What follows belongs to an exercise in optimizing a design on an open flow for small area, a short achievable clock period and few clock cycles; a production flow would make more cautious choices. Only simulation tests tie the RTL to the original design; equivalence was not proved. Power and IR drop assume default switching activity.

==> flow/design.v (excerpt) <==
module safe64_core (
    input  wire        clk,
    input  wire        rst,
    input  wire        reg_we,
    input  wire [7:0]  reg_addr,
    input  wire [31:0] reg_wdata,
    output reg  [31:0] reg_rdata,
    output reg         mem_req,
    output reg         mem_we,
    output reg  [31:0] mem_addr,
    output reg  [7:0]  mem_wdata,
    input  wire [7:0]  mem_rdata,
    input  wire        mem_ready
);
    localparam [1:0] OP_ENC = 2'd0, OP_DEC = 2'd1, OP_VWR = 2'd2, OP_VRD = 2'd3;
    localparam [2:0] S_IDLE = 3'd0,    
                     S_RD   = 3'd1,    
                     S_WR   = 3'd2,    
                     S_AL   = 3'd3,    
                     S_VW   = 3'd4,    
                     S_SC   = 3'd5,    
                     S_V2   = 3'd6,    
                     S_VF   = 3'd7;    
    reg [31:0] cmd_q;         
    reg [31:0] res_q;         
    reg [31:0] sp_q, sl_q;    
    reg [31:0] dp_q, dl_q;    
    reg [63:0] val_q;         
    reg        pad_q;         
    reg [2:0]  st_q;
    reg [1:0]  op_q;
    reg        f_q;
    reg [31:0] rr_q;          
    reg [23:0] acc_q;         
    reg [1:0]  cnt_q;         
    reg [3:0]  k_q;           
    reg        flag_q;        
    reg        run_q;         
    wire busy = (st_q != S_IDLE);
    wire       cmd_wr = (st_q == S_IDLE) && reg_we && (reg_addr[7:2] == 6'h00);
    wire       w_hi0  = (reg_wdata[31:5] == 27'd0);
    wire [3:0] w_op   = reg_wdata[3:0];
  ...
make LEC_CHECK=0 CAP_MARGIN=20 CORE_MARGIN=2 CORE_UTILIZATION=40 PLACE_DENSITY=0.75 SETUP_SLACK_MARGIN=4 SLEW_MARGIN=20 TNS_END_PERCENT=5 finish   # period 9.0 ns
run.sh (not shown) runs the stock make flow with config.mk's settings and CLKGATE_MAP_FILE= SYNTH_SCRIPT=/design/flow/synth_recipe.tcl, a recipe that flattens the netlist after the stock synthesis.
Testbench counts at the start, summed over its fixed seeds: cycles 108,034.
Change:
Settings changed: CTS_CLUSTER_DIAMETER from default to 150, CTS_CLUSTER_SIZE from default to 22, PLACE_DENSITY 0.75 to default.
Design area went down slightly.
Critical path depth rose by 1.
Final cell count shrinks slightly.
Core utilization went down by 0.61 points.
Total power is lower by about a fifth.
Register-to-register slack gains 0.47 ns.
Change:
Settings changed: CTS_CLUSTER_DIAMETER 150 to default, CTS_CLUSTER_SIZE 22 to default, TNS_END_PERCENT 5 to default.
Sequential share of layout area went down by 1.2 points.
Hold slack is worse by 0.014 ns.
Via count went up by about 0.8%.
Setup slack is worse by 0.026 ns.
Synthesized cell count does not change.
Final cell count went up by about 1.8%.
Non-clock buffer count went up by 27.
Core utilization went up by 2.0 points.
Register-to-register slack is better by 0.16 ns.
Maximum frequency went down by about 0.5%.
Routed wire length went up by 1.7%.
Change:
Settings changed: CTS_CLUSTER_DIAMETER from default to 120, CTS_CLUSTER_SIZE from default to 20, TNS_END_PERCENT from default to 5.
After rerunning: Die area is unchanged; global-route usage goes down by 0.63 points; count of clock-buffer cells in the layout goes down by 26; fmax goes up slightly; setup slack improves by 0.045 ns; power goes down by about a fifth; worst hold slack improves by 0.012 ns.
Change:
Settings changed: CTS_CLUSTER_DIAMETER 120 to default, CTS_CLUSTER_SIZE 20 to default.
Non-clock buffer count shrinks by 14; global-route usage went up by 0.33 points; hold slack got worse by 0.0067 ns; total power increases by 22%; via count barely changes; area after synthesis stays the same; sequential power barely changes; routed wire length rises by 0.54%; critical path depth grows by 2; clock skew went down by 0.0036 ns.

========
## fjord
Another version of the RTL of safe64_core (not shown whole).
Size in the first run: roughly 2900 cells after synthesis, roughly 330 flip-flops, ~22000 um^2 of cells after synthesis.
make LEC_CHECK=0 ABC_CLOCK_PERIOD_IN_PS=4000 CAP_MARGIN=20 CORE_MARGIN=2 CORE_UTILIZATION=40 SETUP_SLACK_MARGIN=4 SLEW_MARGIN=20 finish   # period 9.0 ns
Testbench counts of fjord, summed over its fixed seeds: cycles 108,034.
Input-level comparison between garnet and fjord:
- removing SETUP_SLACK_MARGIN (formerly 4)
- removing ABC_CLOCK_PERIOD_IN_PS (formerly 4000)
## What came out
Relative to fjord, the slew at the pin closest to its max-slew limit of garnet is higher by 0.019 ns. Final cell utilization of the core ends up lower on garnet. Die area came out exactly the same in fjord and garnet. garnet: number of standard cells in the layout, taps in and fillers out is about 2% lower than what fjord reported. On final weighted congestion of routability-driven global placement, the higher figure sits with garnet, not fjord. When the final numbers for fjord and garnet were put side by side, the design area turned out to be greater in fjord.
Inputs modified between garnet and onyx:
- SETUP_SLACK_MARGIN: unset -> 4
### Flow results
onyx reports a lower total clock buffers created by CTS than garnet does.
Diff garnet -> onyx: sequential share of layout area decreased 1.6 points, total leakage power went up 9.7%, DRC marker count from the first detailed-route iteration increased by 895 relative to the old numbers, total setup buffers inserted after CTS went up, final cell count has increased.
Clock-buffer cell count in onyx is 6 lower than in garnet
onyx vs garnet: sum of routed wire length over all layers up by a few percent
onyx: global-route usage is 0.74 points higher than what garnet reported.

========
tundra:
safe64_core, a different RTL version from the one above (not shown whole).
Size: about 2,500 cells after synthesis, about 330 flip-flops, about 130 I/O pins, roughly 21,000 um2 of cells after synthesis.
## safe64_core
module safe64_core (
    input  wire        clk,
    input  wire        rst,
    input  wire        reg_we,
    input  wire [7:0]  reg_addr,
    input  wire [31:0] reg_wdata,
    output reg  [31:0] reg_rdata,
    output reg         mem_req,
    output reg         mem_we,
    output reg  [31:0] mem_addr,
    output reg  [7:0]  mem_wdata,
    input  wire [7:0]  mem_rdata,
    input  wire        mem_ready
);
==> flow/config.mk <==
export PLATFORM = sky130hd
export DESIGN_NAME = safe64_core
export DESIGN_NICKNAME = safe64_core
export VERILOG_FILES = /design/flow/design.v
export SDC_FILE = /design/flow/constraint.sdc
export NUM_CORES = 4
export LEC_CHECK = 0
export CAP_MARGIN = 20
export CORE_MARGIN = 2
export CORE_UTILIZATION = 40
export CTS_CLUSTER_DIAMETER = 120
export CTS_CLUSTER_SIZE = 20
export SETUP_SLACK_MARGIN = 4.2
export SLEW_MARGIN = 20
export SYNTH_HIERARCHICAL = 1
export TNS_END_PERCENT = 0
==> flow/constraint.sdc <==
create_clock -name core_clock -period 9.0 [get_ports {clk}]
set_input_delay 1.8000 -clock core_clock [delete_from_list [all_inputs] [get_ports {clk}]]
set_output_delay 1.8000 -clock core_clock [all_outputs]
set_load 0.01 [all_outputs]
tundra ran to completion and came out clean on the timing, design-rule and antenna checks.
Testbench counts of tundra, summed over its fixed seeds: cycles 108,034.
Here is what was changed in the inputs of quartz compared with tundra.
# tundra
export LEC_CHECK = 0
export CAP_MARGIN = 20
export CORE_MARGIN = 2
export CORE_UTILIZATION = 40
export CTS_CLUSTER_DIAMETER = 120
export CTS_CLUSTER_SIZE = 20
export SETUP_SLACK_MARGIN = 4.2
export SLEW_MARGIN = 20
export SYNTH_HIERARCHICAL = 1
export TNS_END_PERCENT = 0
create_clock -name core_clock -period 9.0 [get_ports {clk}]
# quartz
export LEC_CHECK = 0
export CAP_MARGIN = 20
export CORE_MARGIN = 2
export CORE_UTILIZATION = 40
export CTS_CLUSTER_DIAMETER = 120
export CTS_CLUSTER_SIZE = 20
export SETUP_SLACK_MARGIN = 4
export SLEW_MARGIN = 20
export SYNTH_HIERARCHICAL = 1
export TNS_END_PERCENT = 0
create_clock -name core_clock -period 9.0 [get_ports {clk}]
--- outcome ---
Transition time of the tightest slew-check pin: lower on quartz. On cell area after layout, tundra and quartz are neck and neck. met1 wire length was lower in the run labelled tundra. Going from tundra to quartz, portion of the post-synthesis area used by sequential elements roughly the same, total power roughly the same, least setup slack across all paths after layout lower, flip-flop and latch share of the layout cell area roughly the same, max-slew violation count roughly the same. Compared with tundra, in quartz first-iteration DRC count moved up, wire length reported by the detailed router level, detailed-routed wire length on met2 level.
Setup changes, quartz to lagoon
# quartz
export LEC_CHECK = 0
export CAP_MARGIN = 20
export CORE_MARGIN = 2
export CORE_UTILIZATION = 40
export CTS_CLUSTER_DIAMETER = 120
export CTS_CLUSTER_SIZE = 20
export SETUP_SLACK_MARGIN = 4
export SLEW_MARGIN = 20
export SYNTH_HIERARCHICAL = 1
export TNS_END_PERCENT = 0
create_clock -name core_clock -period 9.0 [get_ports {clk}]
# lagoon
export LEC_CHECK = 0
export CAP_MARGIN = 20
export CORE_MARGIN = 2
export CORE_UTILIZATION = 40
export CTS_CLUSTER_DIAMETER = 120
export CTS_CLUSTER_SIZE = 20
export SETUP_SLACK_MARGIN = 4
export SLEW_MARGIN = 20
export SYNTH_HIERARCHICAL = 1
export TNS_END_PERCENT = 5
create_clock -name core_clock -period 9.0 [get_ports {clk}]
## What came out
The design internal power of lagoon and that of quartz are within noise of each other. Between lagoon and quartz, the clock power does not differ in any meaningful way. When lagoon is set beside quartz, its setup slack turns out to be 0.024 ns larger. The arithmetic-cell share of the synthesized area counting full adders, half adders and majority gates on lagoon is in line with that on quartz. In lagoon, final period demand of the worst path is lower than in quartz. lagoon vs quartz, summed area of non-filler cells in the final layout went up by 390 um2. lagoon vs quartz — post-cts sizing count climbed by more than 10%. From lagoon to quartz, area of the mapped netlist did not move at all. Delta (lagoon minus quartz): routed wire length higher, fraction of registers with async set/reset barely changed. From quartz to lagoon, final-report max-slew violation count did not move at all.

## separate check: timing with driven ports
In the flow no input, the clock included, has a driving cell. The finished layouts below were timed again as built, in two steps. Step 1, drivers: a clkbuf_16 drives clk and a buf_2 each remaining input, both assumed. Step 2 also shifts input and output timing later by t, the mid clock arrival at the registers, as if the neighbouring blocks saw the same clock. Slacks: ideal / step 1 / step 2; pairs: ideal / step 1.
| run | t (ns) | slack for setup (ns) | worst setup path after step 2 | worst register clock-pin slew, ns |
|---|---|---|---|---|
| the first run of note 1 | 0.638 | 3.487 / 3.323 / 3.011 | input to register | 0.06 / 0.06 |
| the second run of note 1 | 0.618 | 3.683 / 3.479 / 3.435 | input to register | 0.12 / 0.12 |
| the third run of note 1 | 0.633 | 3.657 / 3.486 / 3.434 | input to register | 0.07 / 0.07 |
| the fourth run of note 1 | 0.637 | 3.702 / 3.486 / 3.197 | input to register | 0.10 / 0.10 |
| the fifth run of note 1 | 0.633 | 3.672 / 3.434 / 3.249 | input to register | 0.06 / 0.06 |
| fjord | 0.655 | 3.816 / 3.534 / 3.422 | input to register | 0.07 / 0.07 |
| garnet | 0.642 | 1.988 / 1.964 / 1.964 | input to output | 0.06 / 0.06 |
| onyx | 0.655 | 3.816 / 3.534 / 3.422 | input to register | 0.07 / 0.07 |
| tundra | 0.610 | 3.779 / 3.722 / 3.260 | input to register | 0.10 / 0.10 |
| quartz | 0.611 | 3.750 / 3.691 / 3.267 | input to register | 0.10 / 0.10 |
| lagoon | 0.608 | 3.773 / 3.716 / 3.217 | input to register | 0.10 / 0.10 |
After both steps every run listed still meets setup and hold. For lagoon, which loses most, drivers alone change the setup slack by -0.057 ns; drivers and shift together by -0.556 ns.
